What follows belongs to an exercise in optimizing a design on an open flow for small area, a short achievable clock period and few clock cycles; a production flow would make more cautious choices.
The RTL was checked by simulation tests, not by an equivalence proof against the original design.

## qd_core
module qd_core (
    input  wire        clk,
    input  wire        rst,             
    input  wire        req_valid,
    output wire        req_ready,
    input  wire [31:0] req_value,
    input  wire [31:0] req_cursor,
    input  wire [31:0] req_capacity,
    output wire        wr_valid,
    output wire [31:0] wr_addr,
    output wire [15:0] wr_data,
    output wire [1:0]  wr_be,
    output wire        rsp_valid,
    output wire [31:0] rsp_cursor,
    output wire [3:0]  rsp_len,
    output wire        rsp_status
);
    function [3:0] stp;
        input [3:0] x;
        begin
            stp[3] = (x[0] & x[2]) | (x[1] & x[2]);
            stp[2] = (~x[0] & ~x[1] & x[2]) | (x[0] & x[3]);
            stp[1] = (x[1] & ~x[2]) | (~x[0] & ~x[1] & x[2]) | (x[0] & x[1]) | (x[3]);
            stp[0] = (x[0] & ~x[2]) | (~x[0] & x[2]) | (x[3]);
        end
    endfunction
    function [3:0] dec;
        input [3:0] x;
        begin
            dec[3] = (x[0] & x[1] & x[3]);
            dec[2] = (x[2] & ~x[3]) | (~x[0] & x[3]) | (~x[1] & x[3]);
            dec[1] = (~x[0] & x[1]) | (x[1] & ~x[2] & ~x[3]) | (x[0] & ~x[1] & x[3]);
            dec[0] = (x[0] & ~x[2] & ~x[3]) | (~x[0] & x[3]) | (x[2] & x[3]);
        end
    endfunction
    function [11:0] dec8;
        input [7:0] b;
        reg   [11:0] s, t;
        reg   [12:0] ext;
        integer i, d;
        begin
            s = 12'd0;
            for (i = 0; i < 8; i = i + 1) begin
                ext = {s, b[7 - i]};
                for (d = 0; d < 3; d = d + 1)
                    t[4*d +: 4] = stp({s[4*d +: 3], ext[4*d]});
                s = t;
            end
            dec8 = s;
        end
    endfunction
    function [39:0] dd8;
        input [39:0] acc;
        input [7:0]  b;
        reg   [39:0] s, t;
        reg   [40:0] ext;
        integer i, d;
        begin
            s = acc;
            for (i = 0; i < 8; i = i + 1) begin
                ext = {s, b[7 - i]};
                for (d = 0; d < 10; d = d + 1)
                    if (d <= 7 || (d == 8 && i >= 2) || (d == 9 && i >= 5))
                        t[4*d +: 4] = stp({s[4*d +: 3], ext[4*d]});
                    else
                        t[4*d +: 4] = 4'd0;
                t[39] = 1'b0;        
  ...
export LEC_CHECK = 0
export ABC_AREA = 1
export CAP_MARGIN = 20
export CORE_MARGIN = 2
export CORE_UTILIZATION = 40
export SLEW_MARGIN = 20
create_clock -name core_clock -period 16.0 [get_ports {clk}]
standard.sh (not shown) runs the stock make flow with config.mk's settings and CLKGATE_MAP_FILE= SYNTH_SCRIPT=/design/flow/synth_recipe.tcl, a recipe that flattens the netlist after the stock synthesis.
==> flow/flow/run.sh <==
#!/bin/bash
# Layout flow: the standard synthesis and layout (standard.sh), with two
# changes to how the layout is made:
#  - the port buffers that global placement inserts are buf_1 cells rather
#    than the delay-buffer cells buffer_ports picks on its own;
set -euo pipefail
export BUFFER_PORTS_ARGS="-buffer_cell sky130_fd_sc_hd__buf_1"
export SETUP_SLACK_MARGIN="${QD_SETUP_MARGIN:-8.5}"
bash standard.sh synth > log_synth.txt 2>&1
bash standard.sh floorplan > log_floorplan.txt 2>&1
bash standard.sh place > log_place.txt 2>&1
bash standard.sh cts > log_cts.txt 2>&1
bash standard.sh route > log_route.txt 2>&1
bash standard.sh finish > log_finish.txt 2>&1
The starting point produced a clean layout.
Testbench counts at the start, summed over its fixed seeds: cycles 15,321.
Edit:
--- a/flow/design.v
+++ b/flow/design.v
@@ -10,35 +10,35 @@
     output wire [31:0] wr_addr,
     output wire [15:0] wr_data,
     output wire [1:0]  wr_be,
     output wire        rsp_valid,
     output wire [31:0] rsp_cursor,
     output wire [3:0]  rsp_len,
     output wire        rsp_status
 );
     function [3:0] stp;
         input [3:0] x;
         begin
-            stp[3] = (x[0] & x[2]) | (x[1] & x[2]);
-            stp[2] = (~x[0] & ~x[1] & x[2]) | (x[0] & x[3]);
-            stp[1] = (x[1] & ~x[2]) | (~x[0] & ~x[1] & x[2]) | (x[0] & x[1]) | (x[3]);
-            stp[0] = (x[0] & ~x[2]) | (~x[0] & x[2]) | (x[3]);
+            stp[3] = (x[1]) | (x[0] & x[3]);
+            stp[2] = (~x[0] & ~x[1] & x[2]) | (x[0] & x[1] & x[2]);
+            stp[1] = (x[0] & ~x[1] & ~x[3]) | (~x[0] & x[1]);
+            stp[0] = (x[1] & ~x[2]) | (x[0] & ~x[1] & x[2]) | (~x[0] & x[3]);
         end
     endfunction
     function [3:0] dec;
         input [3:0] x;
         begin
-            dec[3] = (x[0] & x[1] & x[3]);
-            dec[2] = (x[2] & ~x[3]) | (~x[0] & x[3]) | (~x[1] & x[3]);
-            dec[1] = (~x[0] & x[1]) | (x[1] & ~x[2] & ~x[3]) | (x[0] & ~x[1] & x[3]);
-            dec[0] = (x[0] & ~x[2] & ~x[3]) | (~x[0] & x[3]) | (x[2] & x[3]);
+            dec[3] = (x[0] & x[3]);
+            dec[2] = (x[0] & ~x[1] & ~x[3]) | (~x[0] & x[3]);
+            dec[1] = (x[0] & x[1] & ~x[3]) | (x[2]) | (~x[0] & x[1] & x[3]);
+            dec[0] = (x[1] & ~x[3]) | (~x[1] & x[3]);
         end
     endfunction
     function [11:0] dec8;
         input [7:0] b;
         reg   [11:0] s, t;
         reg   [12:0] ext;
         integer i, d;
         begin
             s = 12'd0;
             for (i = 0; i < 8; i = i + 1) begin
                 ext = {s, b[7 - i]};
@@ -73,23 +73,22 @@
     reg         conv;        
     reg         beat;        
     reg         rsp;         
     reg         ready;       
     reg         st;          
     reg  [1:0]  cnt;         
     reg  [39:0] acc;         
     reg  [2:0]  p;           
     reg         single;      
     reg  [3:0]  len;         
     reg  [31:0] cur;         
-    reg         half_ones;   
     function [39:0] flip;
         input [39:0] x;
         integer k;
         begin
             for (k = 0; k < 10; k = k + 1) flip[4*k +: 4] = x[36-4*k +: 4];
         end
     endfunction
     wire        cap_small = (req_capacity[31:4] == 28'd0) && (req_capacity[3:0] < 4'd10);
     wire        nz3     = |req_value[31:24];
     wire        nz2     = |req_value[23:16];
     wire        nz1     = |req_value[15:8];
@@ -137,47 +136,44 @@
     wire        inc_c1   = cur[0] & step_len[0];
     wire        inc_h1   = cur[1] ^ step_len[1];
     wire        inc_c2   = (cur[1] & step_len[1]) | (inc_h1 & inc_c1);
     wire [31:0] cur_next;
     assign cur_next[0] = cur[0] ^ step_len[0];
     assign cur_next[1] = inc_h1 ^ inc_c1;
     genvar gi;
     generate
         for (gi = 2; gi < 32; gi = gi + 1) begin : g_inc
             if (gi == 2) begin : g_first
                 assign cur_next[gi] = cur[gi] ^ inc_c2;
-            end else if (gi <= 18) begin : g_low
+            end else begin : g_rest
                 assign cur_next[gi] = cur[gi] ^ (inc_c2 & (&cur[gi-1:2]));
-            end else begin : g_high
-                assign cur_next[gi] = cur[gi] ^ (inc_c2 & half_ones & (&cur[gi-1:18]));
             end
         end
     endgenerate
     assign req_ready  = ready;
     assign wr_valid   = beat & ~rst;
     assign wr_addr    = cur;
     assign wr_data    = {4'h3, dec(pair[3:0]), 4'h3, dec(single ? pair[3:0] : pair[7:4])};
     assign wr_be      = {~single, 1'b1};
     assign rsp_valid  = rsp & ~rst;
     assign rsp_cursor = cur_next;
     assign rsp_len    = len;
     assign rsp_status = st;
     always @(posedge clk) begin
         if (rst) begin
             conv  <= 1'b0;
             beat  <= 1'b0;
             rsp   <= 1'b0;
             ready <= 1'b1;
         end else if (req_valid && ready) begin
             cur <= req_cursor;
-            half_ones <= &req_cursor[17:2];
             if (cap_small) begin
                 st    <= 1'b1;
                 len   <= 4'd0;
                 conv  <= 1'b0;
                 beat  <= 1'b0;
                 rsp   <= 1'b1;
                 ready <= 1'b1;
             end else begin
                 st  <= 1'b0;
                 cnt <= top;
                 acc <= {top_dec[3:0], top_dec[7:4], top_dec[11:8], 4'd0, low_bytes};
@@ -202,23 +198,22 @@
             if (cnt == 2'd1) begin
                 conv   <= 1'b0;
                 beat   <= 1'b1;
                 p      <= p_step;
                 single <= odd_step;
                 len    <= len_step;
                 rsp    <= (p_step == 3'd0);
                 ready  <= (p_step == 3'd0);
             end
         end else if (beat) begin
             cur    <= cur_next;
-            half_ones <= &cur_next[17:2];
             single <= 1'b0;
             p      <= p - 3'd1;
             rsp    <= (p == 3'd1);
             ready  <= (p[2:1] == 2'd0);
             if (p == 3'd0) beat <= 1'b0;
         end else begin
             rsp   <= 1'b0;
             ready <= 1'b1;
         end
     end
 endmodule
After rerunning:
- count of clock-buffer cells in the layout went down by 1
- setup slack loses 0.12 ns
- critical path depth grows by 5
- global-route usage came out higher by 1.1 points
- routed wire length goes up by a few percent
- worst hold slack loses 0.019 ns
- register-to-register slack improved by 1.5 ns
- clock skew is about the same
- fmax came out lower slightly
Testbench counts after the change, summed over its fixed seeds: cycles 15,321.

The RTL this note starts from:
==> flow/design.v <==
module qd_core (
    input  wire        clk,
    input  wire        rst,             
    input  wire        req_valid,
    output wire        req_ready,
    input  wire [31:0] req_value,
    input  wire [31:0] req_cursor,
    input  wire [31:0] req_capacity,
    output wire        wr_valid,
    output wire [31:0] wr_addr,
    output wire [15:0] wr_data,
    output wire [1:0]  wr_be,
    output wire        rsp_valid,
    output wire [31:0] rsp_cursor,
    output wire [3:0]  rsp_len,
    output wire        rsp_status
);
    function [3:0] stp;
        input [3:0] x;
        begin
            stp[3] = (x[1]) | (x[0] & x[3]);
            stp[2] = (~x[0] & ~x[1] & x[2]) | (x[0] & x[1] & x[2]);
            stp[1] = (x[0] & ~x[1] & ~x[3]) | (~x[0] & x[1]);
            stp[0] = (x[1] & ~x[2]) | (x[0] & ~x[1] & x[2]) | (~x[0] & x[3]);
        end
    endfunction
    function [3:0] dec;
        input [3:0] x;
        begin
            dec[3] = (x[0] & x[3]);
            dec[2] = (x[0] & ~x[1] & ~x[3]) | (~x[0] & x[3]);
            dec[1] = (x[0] & x[1] & ~x[3]) | (x[2]) | (~x[0] & x[1] & x[3]);
            dec[0] = (x[1] & ~x[3]) | (~x[1] & x[3]);
        end
    endfunction
    function [39:0] dd8;
        input [39:0] acc;
        input [7:0]  b;
        reg   [39:0] s, t;
        reg   [40:0] ext;
        integer i, d;
        begin
            s = acc;
            for (i = 0; i < 8; i = i + 1) begin
                ext = {s, b[7 - i]};
                for (d = 0; d < 10; d = d + 1)
                    if (d <= 7 || (d == 8 && i >= 2) || (d == 9 && i >= 5))
                        t[4*d +: 4] = stp({s[4*d +: 3], ext[4*d]});
                    else
                        t[4*d +: 4] = 4'd0;
                t[39] = 1'b0;        
                s = t;
            end
            dd8 = s;
        end
    endfunction
    reg         conv;        
    reg         beat;        
    reg         rsp;         
    reg         ready;       
    reg  [1:0]  cnt;         
    reg  [39:0] acc;         
    reg  [2:0]  p;           
    reg         single;      
    reg  [31:0] cur;         
    reg         half_ones;   
    function [39:0] flip;
        input [39:0] x;
        integer k;
        begin
            for (k = 0; k < 10; k = k + 1) flip[4*k +: 4] = x[36-4*k +: 4];
        end
    endfunction
    wire        cap_small = (req_capacity[31:4] == 28'd0) && (req_capacity[3:0] < 4'd10);
    wire        nz3     = |req_value[31:24];
    wire        nz2     = |req_value[23:16];
    wire        nz1     = |req_value[15:8];
    wire [1:0]  top     = nz3 ? 2'd3 : nz2 ? 2'd2 : nz1 ? 2'd1 : 2'd0;
    wire [7:0]  topbyte = nz3 ? req_value[31:24] : nz2 ? req_value[23:16] :
                          nz1 ? req_value[15:8]  : req_value[7:0];
    wire [23:0] low_bytes = {req_value[23:16] & {8{nz3}},
                             req_value[15:8]  & {8{nz3 | nz2}},
                             req_value[7:0]   & {8{nz3 | nz2 | nz1}}};
    wire        small_ge10  = (req_value[7:0] >= 8'd10);
    wire        small_ge100 = (req_value[7:0] >= 8'd100);
    wire [7:0]  nxt_byte = ready ? topbyte :
                           (cnt == 2'd3) ? acc[23:16] : (cnt == 2'd2) ? acc[15:8] : acc[7:0];
    wire [39:0] acc_dig  = {acc[39:24] & {16{~ready}},
                            acc[23:16] & {8{~ready & (cnt != 2'd3)}},
                            acc[15:8]  & {8{~ready & (cnt == 2'd1)}},
                            acc[7:0]};
    wire [39:0] dig_step = dd8(flip(acc_dig), nxt_byte);
    wire [39:0] acc_dd   = flip(dig_step);
    wire [39:0] acc_step = {acc_dd[39:16],
                            (cnt == 2'd3) ? acc[15:8] : acc_dd[15:8],
                            (cnt != 2'd1) ? acc[7:0]  : acc_dd[7:0]};
    wire        pz4 = |dig_step[39:32];
    wire        pz3 = |dig_step[31:24];
    wire        pz2 = |dig_step[23:16];
    wire        pz1 = |dig_step[15:8];
    wire [2:0]  p_step = pz4 ? 3'd4 : pz3 ? 3'd3 : pz2 ? 3'd2 : pz1 ? 3'd1 : 3'd0;
    wire        odd_step = pz4 ? ~|dig_step[39:36] : pz3 ? ~|dig_step[31:28] :
                           pz2 ? ~|dig_step[23:20] : pz1 ? ~|dig_step[15:12] :
                           ~|dig_step[7:4];
    wire [39:0] dig = flip(acc);
    wire [9:0]  nzd;
    genvar gk;
    generate
        for (gk = 0; gk < 10; gk = gk + 1) begin : g_nz
            assign nzd[gk] = |dig[4*gk +: 4];
        end
    endgenerate
    wire [3:0]  len = nzd[9] ? 4'd10 : nzd[8] ? 4'd9 : nzd[7] ? 4'd8 : nzd[6] ? 4'd7 :
                      nzd[5] ? 4'd6  : nzd[4] ? 4'd5 : nzd[3] ? 4'd4 : nzd[2] ? 4'd3 :
                      nzd[1] ? 4'd2  : 4'd1;
    reg  [7:0]  pair;
    always @(*) begin
        case (p)
            3'd4:    pair = dig[39:32];
            3'd3:    pair = dig[31:24];
            3'd2:    pair = dig[23:16];
            3'd1:    pair = dig[15:8];
            default: pair = dig[7:0];
        endcase
    end
    wire [1:0]  step_len = beat ? (single ? 2'd1 : 2'd2) : 2'd0;
    wire        inc_c1   = cur[0] & step_len[0];
    wire        inc_h1   = cur[1] ^ step_len[1];
    wire        inc_c2   = (cur[1] & step_len[1]) | (inc_h1 & inc_c1);
    wire [31:0] cur_next;
    assign cur_next[0] = cur[0] ^ step_len[0];
    assign cur_next[1] = inc_h1 ^ inc_c1;
    genvar gi;
    generate
        for (gi = 2; gi < 32; gi = gi + 1) begin : g_inc
            if (gi == 2) begin : g_first
                assign cur_next[gi] = cur[gi] ^ inc_c2;
            end else if (gi <= 18) begin : g_low
                assign cur_next[gi] = cur[gi] ^ (inc_c2 & (&cur[gi-1:2]));
            end else begin : g_high
                assign cur_next[gi] = cur[gi] ^ (inc_c2 & half_ones & (&cur[gi-1:18]));
            end
        end
    endgenerate
    assign req_ready  = ready;
    assign wr_valid   = beat & ~rst;
    assign wr_addr    = cur;
    assign wr_data    = {4'h3, dec(pair[3:0]), 4'h3, dec(single ? pair[3:0] : pair[7:4])};
    assign wr_be      = {~single, 1'b1};
    assign rsp_valid  = rsp & ~rst;
    assign rsp_cursor = cur_next;
    assign rsp_len    = beat ? len : 4'd0;
    assign rsp_status = ~beat;
    wire accept = req_valid & ready;
    always @(posedge clk) begin
        cur       <= accept ? req_cursor : cur_next;
        half_ones <= accept ? &req_cursor[17:2] : &cur_next[17:2];
        cnt       <= accept ? top : cnt - 2'd1;
        if (accept) begin
            p      <= {2'd0, small_ge100};
            single <= ~small_ge10 | small_ge100;
        end else if (conv) begin
            p      <= p_step;
            single <= odd_step;
        end else begin
            p      <= p - 3'd1;
            single <= 1'b0;
        end
    end
    always @(posedge clk) begin
        if (accept) begin
            acc <= {acc_dd[39:24], low_bytes};
        end else if (conv) begin
            acc <= acc_step;
        end
    end
    always @(posedge clk) begin
        if (rst) begin
            conv  <= 1'b0;
            beat  <= 1'b0;
            rsp   <= 1'b0;
            ready <= 1'b1;
        end else if (accept) begin
            conv  <= ~cap_small & (top != 2'd0);
            beat  <= ~cap_small & (top == 2'd0);
            rsp   <= cap_small | ((top == 2'd0) & ~small_ge100);
            ready <= cap_small | ((top == 2'd0) & ~small_ge100);
        end else if (conv) begin
            conv  <= (cnt != 2'd1);
            beat  <= (cnt == 2'd1);
            rsp   <= (cnt == 2'd1) & (p_step == 3'd0);
            ready <= (cnt == 2'd1) & (p_step == 3'd0);
        end else if (beat) begin
            beat  <= (p != 3'd0);
            rsp   <= (p == 3'd1);
            ready <= (p[2:1] == 2'd0);
        end else begin
            rsp   <= 1'b0;
            ready <= 1'b1;
        end
    end
endmodule
==> flow/config.mk <==
export PLATFORM = sky130hd
export DESIGN_NAME = qd_core
export DESIGN_NICKNAME = qd_core
export VERILOG_FILES = /design/flow/design.v
export SDC_FILE = /design/flow/constraint.sdc
export NUM_CORES = 4
export LEC_CHECK = 0
export ABC_AREA = 1
export CAP_MARGIN = 20
export CORE_MARGIN = 2
export CORE_UTILIZATION = 55
export CTS_BUF_LIST = sky130_fd_sc_hd__clkbuf_8
export CTS_CLUSTER_SIZE = 30
export SLEW_MARGIN = 20
export TNS_END_PERCENT = 5
==> flow/constraint.sdc <==
create_clock -name core_clock -period 16.0 [get_ports {clk}]
set_input_delay 3.2000 -clock core_clock [delete_from_list [all_inputs] [get_ports {clk}]]
set_output_delay 3.2000 -clock core_clock [all_outputs]
set_load 0.01 [all_outputs]
==> flow/flow/run.sh <==
#!/bin/bash
# Layout flow: the standard synthesis and layout (standard.sh), with two
# changes to how the layout is made:
#  - the port buffers that global placement inserts are buf_1 cells rather
#    than the delay-buffer cells buffer_ports picks on its own;
set -euo pipefail
export BUFFER_PORTS_ARGS="-buffer_cell sky130_fd_sc_hd__buf_1"
export SETUP_SLACK_MARGIN="${QD_SETUP_MARGIN:-9.0}"
bash standard.sh synth > log_synth.txt 2>&1
bash standard.sh floorplan > log_floorplan.txt 2>&1
bash standard.sh place > log_place.txt 2>&1
bash standard.sh cts > log_cts.txt 2>&1
bash standard.sh route > log_route.txt 2>&1
bash standard.sh finish > log_finish.txt 2>&1
The starting point completed with no timing, DRC or antenna violations.
Testbench counts at the start, summed over its fixed seeds: cycles 15,321.
Edit:
--- a/flow/design.v
+++ b/flow/design.v
@@ -59,4 +59,5 @@
     reg         rsp;         
     reg         ready;       
+    reg         st;          
     reg  [1:0]  cnt;         
     reg  [39:0] acc;         
@@ -150,6 +151,6 @@
     assign rsp_valid  = rsp & ~rst;
     assign rsp_cursor = cur_next;
-    assign rsp_len    = beat ? len : 4'd0;
-    assign rsp_status = ~beat;
+    assign rsp_len    = st ? 4'd0 : len;
+    assign rsp_status = st;
     wire accept = req_valid & ready;
     always @(posedge clk) begin
@@ -170,4 +171,5 @@
     always @(posedge clk) begin
         if (accept) begin
+            st  <= cap_small;
             acc <= {acc_dd[39:24], low_bytes};
         end else if (conv) begin
Outcome: Setup slack improves by 68 ps. Clock-buffer cell count drops by 1. Non-clock buffer count drops by 24. Cell count climbs by 0.49%. Clock skew hardly moves. Hold slack improves by 63 ps.
Testbench counts after the change, summed over its fixed seeds: cycles 15,321.

[afterwards: timing with drivers on the ports]
Ports are ideal in the flow. The routed layouts listed here were re-timed in OpenROAD.
Step 1 assumes that a clkbuf_16 drives the clock port and a buf_2 every other input.
Step 2 also shifts input and output timing later by t, the mid clock arrival at the registers, as if the neighbouring blocks saw the same clock.
Three values: ideal, step 1, step 2; two values: the first two.
run | shift t [ns] | setup slack, ns | worst hold slack (ns) | worst slew at a driven data input, ns
the first run of note 1 | 0.389 | 8.843 / 8.801 / 8.594 | 0.584 / 0.584 / 0.584 | 0.05
the second run of note 1 | 0.400 | 8.722 / 8.674 / 8.926 | 0.565 / 0.565 / 0.565 | 0.04
the first run of note 2 | 0.405 | 9.119 / 9.100 / 8.991 | 0.499 / 0.499 / 0.499 | 0.04
the second run of note 2 | 0.419 | 9.187 / 9.143 / 8.923 | 0.561 / 0.561 / 0.561 | 0.05
After both steps setup and hold are still met in every run listed. The setup slack of the second run of note 2, which loses most, moves by -0.044 ns with the drivers and by -0.264 ns with both steps.
